What follows belongs to an exercise in optimizing a design on an open flow for small area, a short achievable clock period and few clock cycles; a production flow would make more cautious choices. Function was checked by simulation only, so behaviour that the tests miss may differ from the original.

===== design/flow/config.mk =====
export PLATFORM = sky130hd
export DESIGN_NAME = qd_core
export DESIGN_NICKNAME = qd_core
export VERILOG_FILES = /design/flow/design.v
export SDC_FILE = /design/flow/constraint.sdc
export NUM_CORES = 4
export LEC_CHECK = 0
export ABC_AREA = 1
export CAP_MARGIN = 20
export CORE_MARGIN = 2
export CORE_UTILIZATION = 40
export CTS_BUF_LIST = sky130_fd_sc_hd__clkbuf_8
export CTS_CLUSTER_SIZE = 30
export SLEW_MARGIN = 20

===== design/flow/constraint.sdc =====
create_clock -name core_clock -period 16.0 [get_ports {clk}]
set_input_delay 3.2000 -clock core_clock [delete_from_list [all_inputs] [get_ports {clk}]]
set_output_delay 3.2000 -clock core_clock [all_outputs]
set_load 0.01 [all_outputs]

===== design/flow/design.v =====
module qd_core (
    input  wire        clk,
    input  wire        rst,             
    input  wire        req_valid,
    output wire        req_ready,
    input  wire [31:0] req_value,
    input  wire [31:0] req_cursor,
    input  wire [31:0] req_capacity,
    output wire        wr_valid,
    output wire [31:0] wr_addr,
    output wire [15:0] wr_data,
    output wire [1:0]  wr_be,
    output wire        rsp_valid,
    output wire [31:0] rsp_cursor,
    output wire [3:0]  rsp_len,
    output wire        rsp_status
);
    function [3:0] stp;
        input [3:0] x;
        begin
            stp[3] = (x[1]) | (x[0] & x[3]);
            stp[2] = (~x[0] & ~x[1] & x[2]) | (x[0] & x[1] & x[2]);
            stp[1] = (x[0] & ~x[1] & ~x[3]) | (~x[0] & x[1]);
            stp[0] = (x[1] & ~x[2]) | (x[0] & ~x[1] & x[2]) | (~x[0] & x[3]);
        end
    endfunction
    function [3:0] dec;
        input [3:0] x;
        begin
            dec[3] = (x[0] & x[3]);
            dec[2] = (x[0] & ~x[1] & ~x[3]) | (~x[0] & x[3]);
            dec[1] = (x[0] & x[1] & ~x[3]) | (x[2]) | (~x[0] & x[1] & x[3]);
            dec[0] = (x[1] & ~x[3]) | (~x[1] & x[3]);
        end
    endfunction
    function [39:0] dd8;
        input [39:0] acc;
        input [7:0]  b;
        reg   [39:0] s, t;
        reg   [40:0] ext;
        integer i, d;
        begin
            s = acc;
            for (i = 0; i < 8; i = i + 1) begin
                ext = {s, b[7 - i]};
                for (d = 0; d < 10; d = d + 1)
                    if (d <= 7 || (d == 8 && i >= 2) || (d == 9 && i >= 5))
                        t[4*d +: 4] = stp({s[4*d +: 3], ext[4*d]});
                    else
                        t[4*d +: 4] = 4'd0;
                t[39] = 1'b0;        
                s = t;
            end
            dd8 = s;
        end
    endfunction
    reg         conv;        
    reg         beat;        
    reg         rsp;         
    wire        ready = rsp | ~(conv | beat);
    reg         st;          
    reg  [1:0]  cnt;         
    reg  [39:0] acc;         
    reg  [2:0]  p;           
    reg         single;      
    reg  [31:0] cur;         
    reg         half_ones;   
    function [39:0] flip;
        input [39:0] x;
        integer k;
        begin
            for (k = 0; k < 10; k = k + 1) flip[4*k +: 4] = x[36-4*k +: 4];
        end
    endfunction
    wire        cap_small = (req_capacity[31:4] == 28'd0) && (req_capacity[3:0] < 4'd10);
    wire        nz3     = |req_value[31:24];
    wire        nz2     = |req_value[23:16];
    wire        nz1     = |req_value[15:8];
    wire [1:0]  top     = nz3 ? 2'd3 : nz2 ? 2'd2 : nz1 ? 2'd1 : 2'd0;
    wire [7:0]  topbyte = nz3 ? req_value[31:24] : nz2 ? req_value[23:16] :
                          nz1 ? req_value[15:8]  : req_value[7:0];
    wire [23:0] low_bytes = {req_value[23:16] & {8{nz3}},
                             req_value[15:8]  & {8{nz3 | nz2}},
                             req_value[7:0]   & {8{nz3 | nz2 | nz1}}};
    wire        small_ge10  = (req_value[7:0] >= 8'd10);
    wire        small_ge100 = (req_value[7:0] >= 8'd100);
    wire [7:0]  nxt_byte = ready ? topbyte :
                           (cnt == 2'd3) ? acc[23:16] : (cnt == 2'd2) ? acc[15:8] : acc[7:0];
    wire [39:0] acc_dig  = {acc[39:24] & {16{~ready}},
                            acc[23:16] & {8{~ready & (cnt != 2'd3)}},
                            acc[15:8]  & {8{~ready & (cnt == 2'd1)}},
                            acc[7:0]};
    wire [39:0] dig_step = dd8(flip(acc_dig), nxt_byte);
    wire [39:0] acc_dd   = flip(dig_step);
    wire [39:0] acc_step = {acc_dd[39:16],
                            (cnt == 2'd3) ? acc[15:8] : acc_dd[15:8],
                            (cnt != 2'd1) ? acc[7:0]  : acc_dd[7:0]};
    wire        pz4 = |dig_step[39:32];
    wire        pz3 = |dig_step[31:24];
    wire        pz2 = |dig_step[23:16];
    wire        pz1 = |dig_step[15:8];
    wire [2:0]  p_step = pz4 ? 3'd4 : pz3 ? 3'd3 : pz2 ? 3'd2 : pz1 ? 3'd1 : 3'd0;
    wire        odd_step = pz4 ? ~|dig_step[39:36] : pz3 ? ~|dig_step[31:28] :
                           pz2 ? ~|dig_step[23:20] : pz1 ? ~|dig_step[15:12] :
                           ~|dig_step[7:4];
    wire [39:0] dig = flip(acc);
    wire [9:0]  nzd;
    genvar gk;
    generate
        for (gk = 0; gk < 10; gk = gk + 1) begin : g_nz
            assign nzd[gk] = |dig[4*gk +: 4];
        end
    endgenerate
    wire [3:0]  len = nzd[9] ? 4'd10 : nzd[8] ? 4'd9 : nzd[7] ? 4'd8 : nzd[6] ? 4'd7 :
                      nzd[5] ? 4'd6  : nzd[4] ? 4'd5 : nzd[3] ? 4'd4 : nzd[2] ? 4'd3 :
                      nzd[1] ? 4'd2  : 4'd1;
    reg  [7:0]  pair;
    always @(*) begin
        case (p)
            3'd4:    pair = dig[39:32];
            3'd3:    pair = dig[31:24];
            3'd2:    pair = dig[23:16];
            3'd1:    pair = dig[15:8];
            default: pair = dig[7:0];
        endcase
    end
    wire [1:0]  step_len = beat ? (single ? 2'd1 : 2'd2) : 2'd0;
    wire        inc_c1   = cur[0] & step_len[0];
    wire        inc_h1   = cur[1] ^ step_len[1];
    wire        inc_c2   = (cur[1] & step_len[1]) | (inc_h1 & inc_c1);
    wire [31:0] cur_next;
    assign cur_next[0] = cur[0] ^ step_len[0];
    assign cur_next[1] = inc_h1 ^ inc_c1;
    genvar gi;
    generate
        for (gi = 2; gi < 32; gi = gi + 1) begin : g_inc
            if (gi == 2) begin : g_first
                assign cur_next[gi] = cur[gi] ^ inc_c2;
            end else if (gi <= 18) begin : g_low
                assign cur_next[gi] = cur[gi] ^ (inc_c2 & (&cur[gi-1:2]));
            end else begin : g_high
                assign cur_next[gi] = cur[gi] ^ (inc_c2 & half_ones & (&cur[gi-1:18]));
            end
        end
    endgenerate
    assign req_ready  = ready;
    assign wr_valid   = beat & ~rst;
    assign wr_addr    = cur;
    assign wr_data    = {4'h3, dec(pair[3:0]), 4'h3, dec(single ? pair[3:0] : pair[7:4])};
    assign wr_be      = {~single, 1'b1};
    assign rsp_valid  = rsp & ~rst;
    assign rsp_cursor = cur_next;
    assign rsp_len    = st ? 4'd0 : len;
    assign rsp_status = st;
    wire accept = req_valid & ready;
    always @(posedge clk) begin
        cur       <= accept ? req_cursor : cur_next;
        half_ones <= accept ? &req_cursor[17:2] : &cur_next[17:2];
        cnt       <= accept ? top : cnt - 2'd1;
        if (accept) begin
            p      <= {2'd0, small_ge100};
            single <= ~small_ge10 | small_ge100;
        end else if (conv) begin
            p      <= p_step;
            single <= odd_step;
        end else begin
            p      <= p - 3'd1;
            single <= 1'b0;
        end
    end
    always @(posedge clk) begin
        if (accept) begin
            st  <= cap_small;
            acc <= {acc_dd[39:24], low_bytes};
        end else if (conv) begin
            acc <= acc_step;
        end
    end
    always @(posedge clk) begin
        if (rst) begin
            conv  <= 1'b0;
            beat  <= 1'b0;
            rsp   <= 1'b0;
        end else if (accept) begin
            conv  <= ~cap_small & (top != 2'd0);
            beat  <= ~cap_small & (top == 2'd0);
            rsp   <= cap_small | ((top == 2'd0) & ~small_ge100);
        end else if (conv) begin
            conv  <= (cnt != 2'd1);
            beat  <= (cnt == 2'd1);
            rsp   <= (cnt == 2'd1) & (p_step == 3'd0);
        end else if (beat) begin
            beat  <= (p != 3'd0);
            rsp   <= (p == 3'd1);
        end else begin
            rsp   <= 1'b0;
        end
    end
endmodule

===== design/flow/flow/run.sh =====
#!/bin/bash
# Layout flow: the standard synthesis and layout (standard.sh), with two
# changes to how the layout is made:
#  - the port buffers that global placement inserts are buf_1 cells rather
#    than the delay-buffer cells buffer_ports picks on its own;
set -euo pipefail
export BUFFER_PORTS_ARGS="-buffer_cell sky130_fd_sc_hd__buf_1"
export SETUP_SLACK_MARGIN="${QD_SETUP_MARGIN:-9.0}"
bash standard.sh synth > log_synth.txt 2>&1
bash standard.sh floorplan > log_floorplan.txt 2>&1
bash standard.sh place > log_place.txt 2>&1
bash standard.sh cts > log_cts.txt 2>&1
bash standard.sh route > log_route.txt 2>&1
bash standard.sh finish > log_finish.txt 2>&1

===== design/flow/standard.sh =====
#!/bin/bash
# synth_recipe.tcl (not shown) runs the flow's synth.tcl, then flattens the netlist and writes it again
# the make line also repeats each setting of config.mk as NAME=value (left out here)
make -C /OpenROAD-flow-scripts/flow DESIGN_CONFIG=/design/flow/config.mk WORK_HOME=/design/flow/orfs CLKGATE_MAP_FILE= SYNTH_SCRIPT=/design/flow/synth_recipe.tcl "${@:-finish}"

==> load_flow_metrics.sql, run 1 <==
INSERT INTO impl_metrics (metric_group, metric, value, unit) VALUES
('synth', 'ys_dominant_reg_cell', 'sky130_fd_sc_hd__dfxtp_1', ''),
('synth', 'synth.top_cells.by_area', 'sky130_fd_sc_hd__nand2_1 21%, sky130_fd_sc_hd__edfxtp_1 13%, sky130_fd_sc_hd__inv_1 10%', ''),
('global_routing', 'grt_pass1_wl', '47080', 'um'),
('place', 'place.detailed.instances', '2103', ''),
('clock_tree', 'insertion_delay', '0.38', 'ns'),
('floorplanning', 'fp.dieArea', '24610', 'um2'),
('sta', 'worst-slew-pin-transition', '0.9800', 'ns'),
('synth', 'netlist-cell-type-count', '64', ''),
('synth', 'post_synthesis_sequential_area_ratio', '0.2217', ''),
('clock_tree', 'clock_slew_at_reported_path_ffs', '0.08', 'ns'),
('sta', 'fin_setup_tns', '0', 'ns'),
('sta', 'final-setup-viol-count', '0', ''),
('sta', 'worst_clock_skew', '0.01559', 'ns'),
('clock_tree', 'post_cts_hold_buffer_count', '0', ''),
('worst_hold_path', 'timing.hold.worst.class', 'flip-flop to flip-flop', ''),
('drt', 'drc_errors', '0', ''),
('synth', 'post_synthesis_instance_area', '9346', 'um2'),
('worst_setup_path', 'r2r_end', 'rsp$_SDFF_PP0_', ''),
('finish', 'number_of_nets_in_the_finished_design', '1919', ''),
('clock_tree', 'cts.root.buffer_cell', 'sky130_fd_sc_hd__clkbuf_8', ''),
('drt', 'post_drt_via_cell_ratio', '5.021', ''),
('clock_tree', 'htreeDepth', '3', ''),
('drt', 'detailroute.via_count', '10680', ''),
('drt', 'drt-pass1-iter-count', '5', ''),
('sta', 'period_share', '0.4338', ''),
('worst_setup_path', 'path_class', 'input pin to primary output', ''),
('synth', 'synth_top_area_frac', '0.2060', ''),
('synth', 'ys_seq_elements', '83', ''),
('outcome', 'outcome', 'complete, no violations', ''),
('global_routing', 'grt_use_total', '0.2398', ''),
('worst_setup_path', 'setup.worst_path.end_class', 'primary output', ''),
('floorplanning', 'floorplan.io_pins', '189', ''),
('synth', 'cell_taking_the_most_area_after_synthesis', 'sky130_fd_sc_hd__nand2_1', ''),
('worst_hold_path', 'hold_path_startpoint', 'cnt[0]$_DFF_P_', ''),
('worst_setup_path', 'timing.critical_path.arrival', '3.74', 'ns'),
('global_routing', 'pin_count_of_the_biggest_net_entering_global_routing', '45', ''),
('job', 'timing.max_cap.violations', '0', ''),
('floorplanning', 'starting_density', '0.4103', ''),
('synth', 'number_of_enable_type_register_cells_in_the_synthesized_netlist', '41', ''),
('drt', 'routed_wirelength_normalized_by_instance_count', '13.86', 'um'),
('worst_setup_path', 'reg2reg_depth', '31', ''),
('drt', 'first_iter_violations', '652', ''),
('clock_tree', 'cts.sinks', '83', ''),
('clock_tree', 'clock_tree.buffer_depth', '2', ''),
('synth', 'netlist_instances', '1627', ''),
('place', 'routabilityCongestion', '0.9079', ''),
('worst_setup_path', 'rrSetupSlack', '11.21', 'ns'),
('finish', 'number_of_antenna_diodes', '0', ''),
('clock_tree', 'cts_tree', 'yes', ''),
('floorplanning', 'die-width', '156.9', 'um'),
('sta', 'fin_ws', '9.059', 'ns'),
('drt', 'drt.antenna.violating_nets', '0', ''),
('sta', 'layout_min_cycle_time', '6.941', 'ns'),
('clock_tree', 'cts_buffers', '9', ''),
('worst_setup_path', 'timing.critical_path.cells', 'buf_1 -> nor2_1 -> buf_1', ''),
('finish', 'instances_no_fill', '2127', ''),
('worst_setup_path', 'cp.buffers_inverters', '2', ''),
('place', 'io_buffer_count', '178', ''),
('floorplanning', 'floorplan.rows', '55', ''),
('floorplanning', 'core_area', '22780', 'um2'),
('sta', 'max_slew_margin', '0.3442', ''),
('sta', 'rsz0062_at_grt', 'true', ''),
('sta', 'fmax', '144.1', 'MHz'),
('finish', 'post-route-util', '0.4725', ''),
('sta', 'final_hold_viol_count', '0', ''),
('worst_setup_path', 'timing.critical_path.required', '12.80', 'ns'),
('worst_setup_path', 'crit_family', 'buffers and inverters', ''),
('worst_hold_path', 'worst_hold_path.num_cells', '1', '');
[area by class of cell]
class	instances	area, um2
Clock inverter	7	75.07
Multi-Input combinational cell	1239	6261
Inverter	287	1080
Timing Repair Buffer	189	753.2
Clock buffer	9	123.9
Sequential cell	83	2077
Tap cell	313	391.6
Fill cell	2469	12020
[routing by layer]
layer | GRT usage | share of wire | up-vias
li1 | - | - | 5591
met5 | 0 | 0 | -
met3 | 0.03406 | 0.063 | 64
met4 | 0.09218 | 0.034 | 0
met2 | 0.4140 | 0.47 | 341
met1 | 0.3016 | 0.43 | 4684
[Yosys cell counts (all sizes together) (2+ instances only)]
library cell,count
a211oi,11
a21boi,2
a21oi,57
a221oi,6
a22oi,2
a31oi,4
a32o,2
and2,3
buf,16
clkbuf,9
clkinv,4
conb,2
dfxtp,42
edfxtp,41
ha,10
inv,283
nand2,536
nand3,128
nand3b,4
nand4,30
nor2,208
nor3,9
nor4,19
o2111ai,2
o211ai,16
o21ai,109
o21bai,8
o221ai,6
o22ai,13
o41ai,2
or2,6
xnor2,4
xor2,22
[cells by family (layout without fill, tap and decap cells)]
kind of cell,Yosys count,count (layout),share of synthesized area
compound gates,245,245,0.1684
xor+xnor,26,26,0.02436
fa+ha+maj,11,11,0.01553
buf+inv,312,492,0.1312
flops,83,83,0.2217
other cells,2,9,0.0008035
simple gates,948,948,0.4380
[worst register-to-register path, delay by kind of cell (launching register included)]
| kind | cells | cell delay (ns) |
|---|---|---|
| AND/OR/NAND/NOR | 25 | 2.64 |
| AO/OA/AOI/OAI | 4 | 1.34 |
| flip-flops | 1 | 0.40 |
| buffers and inverters | 2 | 0.36 |
[stage by stage]
step	hold slack (ns)	cell area, um2
after floorplan	0.5017	9373
after global placement	0.5397	10310
after detailed placement	0.5366	10310
after CTS	0.5609	10520
after global routing	0.6100	10760
final	0.5602	10760
[sequential cells by signal, indices dropped and copies added (netlist names)]
signal	cells
conv	1
p	3
st	1
rsp	1
single	1
cnt	2
cur	32
acc	40
beat	1
half_ones	1
[cell usage in the layout, fill, tap and decap left out, types with 13 or more instances in the layout]
master	instances
sky130_fd_sc_hd__a21oi_2	17
sky130_fd_sc_hd__inv_1	253
sky130_fd_sc_hd__nor4_1	19
sky130_fd_sc_hd__o21ai_0	60
sky130_fd_sc_hd__nor2_2	27
sky130_fd_sc_hd__nand2_2	31
sky130_fd_sc_hd__inv_2	29
sky130_fd_sc_hd__nand4_1	30
sky130_fd_sc_hd__edfxtp_1	41
sky130_fd_sc_hd__o211ai_1	15
sky130_fd_sc_hd__buf_1	176
sky130_fd_sc_hd__o22ai_1	13
sky130_fd_sc_hd__nand3_2	13
sky130_fd_sc_hd__nor2_1	169
sky130_fd_sc_hd__dfxtp_1	40
sky130_fd_sc_hd__o21ai_1	36
sky130_fd_sc_hd__xor2_1	22
sky130_fd_sc_hd__a21oi_1	37
sky130_fd_sc_hd__nand2_1	504
sky130_fd_sc_hd__nand3_1	115
[how the worst max path moves through the flow]
stage	startpoint	end	slack [ns]	cells after the start
after CTS	beat$_SDFF_PP0_	rsp_cursor[31]	9.02	21
after detailed placement	req_value[22]	rsp$_SDFF_PP0_	8.49	32
after global routing	req_value[22]	acc[37]$_DFFE_PP_	8.92	34
after global placement	req_value[22]	rsp$_SDFF_PP0_	8.45	32
final	rst	wr_valid	9.06	3
after floorplan	rst	rsp_valid	9.43	1
[what timing repair did]
item,in CTS,in global routing
endpoints found under the setup margin,7,20
setup buffers,1,7
resized for setup,4,53
gates cloned,0,0
endpoints found under the hold margin,0,0
pin swaps,1,9
Testbench counts, summed over its fixed seeds: cycles 15,321.
==> run 2: changes to the inputs <==
--- a/design/flow/design.v
+++ b/design/flow/design.v
@@ -57,8 +57,7 @@
     reg         conv;        
     reg         beat;        
     reg         rsp;         
-    wire        ready = rsp | ~(conv | beat);
-    reg         st;          
+    reg         ready;       
     reg  [1:0]  cnt;         
     reg  [39:0] acc;         
     reg  [2:0]  p;           
@@ -150,8 +149,8 @@
     assign wr_be      = {~single, 1'b1};
     assign rsp_valid  = rsp & ~rst;
     assign rsp_cursor = cur_next;
-    assign rsp_len    = st ? 4'd0 : len;
-    assign rsp_status = st;
+    assign rsp_len    = beat ? len : 4'd0;
+    assign rsp_status = ~beat;
     wire accept = req_valid & ready;
     always @(posedge clk) begin
         cur       <= accept ? req_cursor : cur_next;
@@ -170,7 +169,6 @@
     end
     always @(posedge clk) begin
         if (accept) begin
-            st  <= cap_small;
             acc <= {acc_dd[39:24], low_bytes};
         end else if (conv) begin
             acc <= acc_step;
@@ -181,19 +179,24 @@
             conv  <= 1'b0;
             beat  <= 1'b0;
             rsp   <= 1'b0;
+            ready <= 1'b1;
         end else if (accept) begin
             conv  <= ~cap_small & (top != 2'd0);
             beat  <= ~cap_small & (top == 2'd0);
             rsp   <= cap_small | ((top == 2'd0) & ~small_ge100);
+            ready <= cap_small | ((top == 2'd0) & ~small_ge100);
         end else if (conv) begin
             conv  <= (cnt != 2'd1);
             beat  <= (cnt == 2'd1);
             rsp   <= (cnt == 2'd1) & (p_step == 3'd0);
+            ready <= (cnt == 2'd1) & (p_step == 3'd0);
         end else if (beat) begin
             beat  <= (p != 3'd0);
             rsp   <= (p == 3'd1);
+            ready <= (p[2:1] == 2'd0);
         end else begin
             rsp   <= 1'b0;
+            ready <= 1'b1;
         end
     end
 endmodule
--- a/design/flow/config.mk
+++ b/design/flow/config.mk
@@ -8,7 +8,8 @@
 export ABC_AREA = 1
 export CAP_MARGIN = 20
 export CORE_MARGIN = 2
-export CORE_UTILIZATION = 40
+export CORE_UTILIZATION = 55
 export CTS_BUF_LIST = sky130_fd_sc_hd__clkbuf_8
 export CTS_CLUSTER_SIZE = 30
 export SLEW_MARGIN = 20
+export TNS_END_PERCENT = 5
==> run 2 against run 1 <==
Effect of this change:
- critical endpoint is now rsp_valid
- sequential share of layout area down 0.38 points
- clock skew down 0.0012 ns
- register-to-register slack gained 0.41 ns
- worst setup slack improved by 0.060 ns
- flip-flop and latch count unchanged
- critical path type unchanged
==> load_flow_metrics.sql, run 2 <==
INSERT INTO impl_metrics (metric_group, metric, value, unit) VALUES
('sta', 'fin_ws', '9.119', 'ns'),
('drt', 'routed_wirelength_normalized_by_instance_count', '13.72', 'um'),
('place', 'dp.final_hpwl', '22780', 'um'),
('sta', 'max_slew_margin', '0.2767', ''),
('global_routing', 'most_used_routing_layer', 'met2', ''),
('finish', 'drive_above_1_share', '0.1507', ''),
('synth', 'synth.cells.most_frequent', '500 x sky130_fd_sc_hd__nand2_1, 240 x sky130_fd_sc_hd__inv_1, 181 x sky130_fd_sc_hd__nor2_1', ''),
('sta', 'layout_min_cycle_time', '6.881', 'ns'),
('sta', 'final-max-slew-violation-count', '0', ''),
('synth', 'netlist_instances', '1612', ''),
('finish', 'syn2layout_area_growth', '17.18', '%'),
('finish', 'multi_input_area', '6347', 'um2'),
('finish', 'layout_common_cells', '492 x sky130_fd_sc_hd__nand2_1, 232 x sky130_fd_sc_hd__inv_1, 174 x sky130_fd_sc_hd__buf_1, 153 x sky130_fd_sc_hd__nor2_1, 99 x sky130_fd_sc_hd__nand3_1', ''),
('clock_tree', 'cts_buffers', '9', ''),
('drt', 'first_iter_violations', '581', ''),
('drt', 'drt.antenna.violating_nets', '0', ''),
('clock_tree', 'htreeDepth', '3', ''),
('clock_tree', 'cts_tree', 'yes', ''),
('clock_tree', 'cts.root.buffer_cell', 'sky130_fd_sc_hd__clkbuf_8', ''),
('drt', 'drc_errors', '0', ''),
('synth', 'synth_most_common_cell', 'sky130_fd_sc_hd__nand2_1', ''),
('synth', 'synth_top_area_frac', '0.2010', ''),
('global_routing', 'grt_pass1_vias', '9648', ''),
('sta', 'rsz0062_at_grt', 'true', ''),
('synth', 'number_of_enable_type_register_cells_in_the_synthesized_netlist', '40', ''),
('sta', 'worst-slew-pin-transition', '1.074', 'ns'),
('global_routing', 'grt_antenna_before_repair', '0', ''),
('floorplanning', 'fp.dieArea', '18030', 'um2'),
('sta', 'final-setup-viol-count', '0', ''),
('finish', 'post-route-util', '0.6597', ''),
('worst_setup_path', 'reg2reg_depth', '32', ''),
('worst_setup_path', 'startpoint_type', 'input pin', ''),
('drt', 'detailroute.via_count', '10850', ''),
('global_routing', 'grt_util_met2', '0.5238', ''),
('drt', 'post_drt_via_cell_ratio', '5.306', ''),
('floorplanning', 'floorplan.rows', '47', ''),
('synth', 'netlist-cell-type-count', '64', ''),
('sta', 'final_hold_viol_count', '0', ''),
('worst_hold_path', 'timing.hold.worst.class', 'flip-flop to flip-flop', ''),
('global_routing', 'groute.layer.met1.usage', '0.3896', ''),
('drt', 'drt-pass1-iter-count', '7', ''),
('synth', 'cell_taking_the_most_area_after_synthesis', 'sky130_fd_sc_hd__nand2_1', ''),
('finish', 'number_of_nets_in_the_finished_design', '1930', ''),
('synth', 'post_synthesis_sequential_area_ratio', '0.2209', ''),
('global_routing', 'use_met3', '0.05896', ''),
('global_routing', 'grt_pass1_wl', '44980', 'um'),
('finish', 'area.sequential', '2069', 'um2'),
('job', 'timing.max_cap.violations', '0', ''),
('finish', 'final_area', '10940', 'um2'),
('finish', 'top_register', 'acc', ''),
('sta', 'fmax', '145.3', 'MHz'),
('finish', 'largest_register_ff_count', '40', ''),
('finish', 'instances_no_fill', '2045', ''),
('outcome', 'outcome', 'complete, no violations', ''),
('clock_tree', 'insertion_delay', '0.38', 'ns'),
('drt', 'wirelength', '28050', 'um'),
('worst_setup_path', 'timing.critical_path.arrival', '3.68', 'ns'),
('synth', 'post_synthesis_instance_area', '9335', 'um2'),
('clock_tree', 'clock_tree.buffer_depth', '2', ''),
('clock_tree', 'clock_slew_at_reported_path_ffs', '0.09', 'ns'),
('place', 'io_buffer_count', '178', ''),
('synth', 'yosys_warns', '1', ''),
('finish', 'num-fill-cells', '1619', ''),
('synth', 'synthArstFlopShare', '0', ''),
('place', 'place_area', '10200', 'um2'),
('worst_setup_path', 'setup.worst_path.end_class', 'primary output', ''),
('synth', 'ys_seq_elements', '83', ''),
('global_routing', 'pin_count_of_the_biggest_net_entering_global_routing', '45', ''),
('clock_tree', 'post_cts_hold_buffer_count', '0', ''),
('finish', 'number_of_antenna_diodes', '0', ''),
('global_routing', 'grt_use_total', '0.3067', ''),
('worst_hold_path', 'worst_hold_path.num_cells', '1', ''),
('place', 'routabilityCongestion', '1.002', ''),
('place', 'dp_slack', '8.258', 'ns'),
('floorplanning', 'starting_density', '0.5629', ''),
('finish', 'reg.largest.list', 'acc: 40 flops, cur: 32 flops, p: 3 flops', ''),
('sta', 'fin_setup_tns', '0', 'ns'),
('sta', 'worst_clock_skew', '0.01440', 'ns'),
('floorplanning', 'die-width', '134.3', 'um'),
('clock_tree', 'cts.sinks', '83', ''),
('worst_setup_path', 'path_class', 'input pin to primary output', ''),
('synth', 'ys_dominant_reg_cell', 'sky130_fd_sc_hd__dfxtp_1', ''),
('global_routing', 'grt.overflow.total', '0', ''),
('worst_setup_path', 'timing.critical_path.required', '12.80', 'ns'),
('synth', 'synth.top_cells.by_area', 'sky130_fd_sc_hd__nand2_1 20%, sky130_fd_sc_hd__edfxtp_1 13%, sky130_fd_sc_hd__inv_1 9.7%', ''),
('worst_setup_path', 'worst-path-max-fanout', '6', ''),
('floorplanning', 'core_area', '16580', 'um2'),
('place', 'place.detailed.instances', '1999', ''),
('finish', 'layout_commonest_cell', 'sky130_fd_sc_hd__nand2_1', ''),
('sta', 'period_share', '0.4301', ''),
('synth', 'synthesis.area_per_instance', '5.791', 'um2'),
('floorplanning', 'die_h', '134.3', 'um'),
('floorplanning', 'floorplan.io_pins', '189', '');
==> run 2: what timing repair did <==
action	in CTS	in global routing
pin swaps	9	28
gates resized for setup	28	65
endpoints found under the setup margin	12	26
buffers inserted	9	21
==> run 2: worst max-delay path: stages <==
cell and delay (ns):
sky130_fd_sc_hd__buf_1 0.15, sky130_fd_sc_hd__nor2_1 0.13, sky130_fd_sc_hd__buf_1 0.20
==> run 2: kinds of logic after synthesis <==
logic type      share of synthesized area
simple gates                       0.4387
buf+inv                            0.1308
compound gates                     0.1754
flops                              0.2209
xor+xnor                          0.01783
fa+ha+maj                         0.01555
other cells                     0.0008045
==> run 2: path summary, 6_finish.rpt <==
check	start	to	slack, ns
max	rst	rsp_valid	9.12
min	cnt[0]$_DFF_P_	cnt[0]$_DFF_P_	0.50
max reg2reg	cnt[0]$_DFF_P_	single$_DFF_P_	11.62
min reg2reg	cnt[0]$_DFF_P_	cnt[0]$_DFF_P_	0.50
==> run 2: per-layer routing <==
metal | part of all wire | vias to the layer above
li1 | - | 5588
met4 | 0.025 | 0
met3 | 0.075 | 44
met1 | 0.43 | 4849
met2 | 0.47 | 370
met5 | 0 | -
==> run 2: final cells by class <==
cell class	instances	share of cell area
Tap cell	220	0.02516
Timing Repair Buffer	212	0.08487
Clock buffer	10	0.01258
Sequential cell	83	0.1892
Inverter	287	0.09997
Multi-Input combinational cell	1227	0.5802
Clock inverter	6	0.008006
==> run 2: metrics by stage <==
stage	hold slack [ns]
2_1_floorplan	0.4539
3_3_place_gp	0.4768
3_5_place_dp	0.4832
4_1_cts	0.5018
5_1_grt	0.5269
6_report	0.4986
Testbench counts of run 2, summed over its fixed seeds: cycles 15,321.

==> what the ideal ports hide <==
The flow's constraints put no driver on any port. The routed layouts listed below were extracted and timed again, unchanged, in two steps. Step 1 sets driving cells, clkbuf_16 on the clock port and buf_2 on the other inputs (assumed; they add their load-dependent delay and slew). Step 2 moves the port delays by t, midway between the first and last clock arrival at a register: inputs arrive t later, outputs are due t later. That takes back most of the time a late clock gives input paths. Three values: ideal ports, drivers, drivers and shift; two values: the first two.
| run | t, ns | setup WS [ns] | latest minus earliest clock arrival (ns) |
|---|---|---|---|
| run 1 | 0.412 | 9.059 / 9.027 / 8.918 | 0.016 / 0.016 |
| run 2 | 0.405 | 9.119 / 9.100 / 8.991 | 0.015 / 0.015 |
After both steps every run listed still meets setup and hold. For run 1, which loses most, drivers alone change the setup slack by -0.032 ns; drivers and shift together by -0.141 ns.
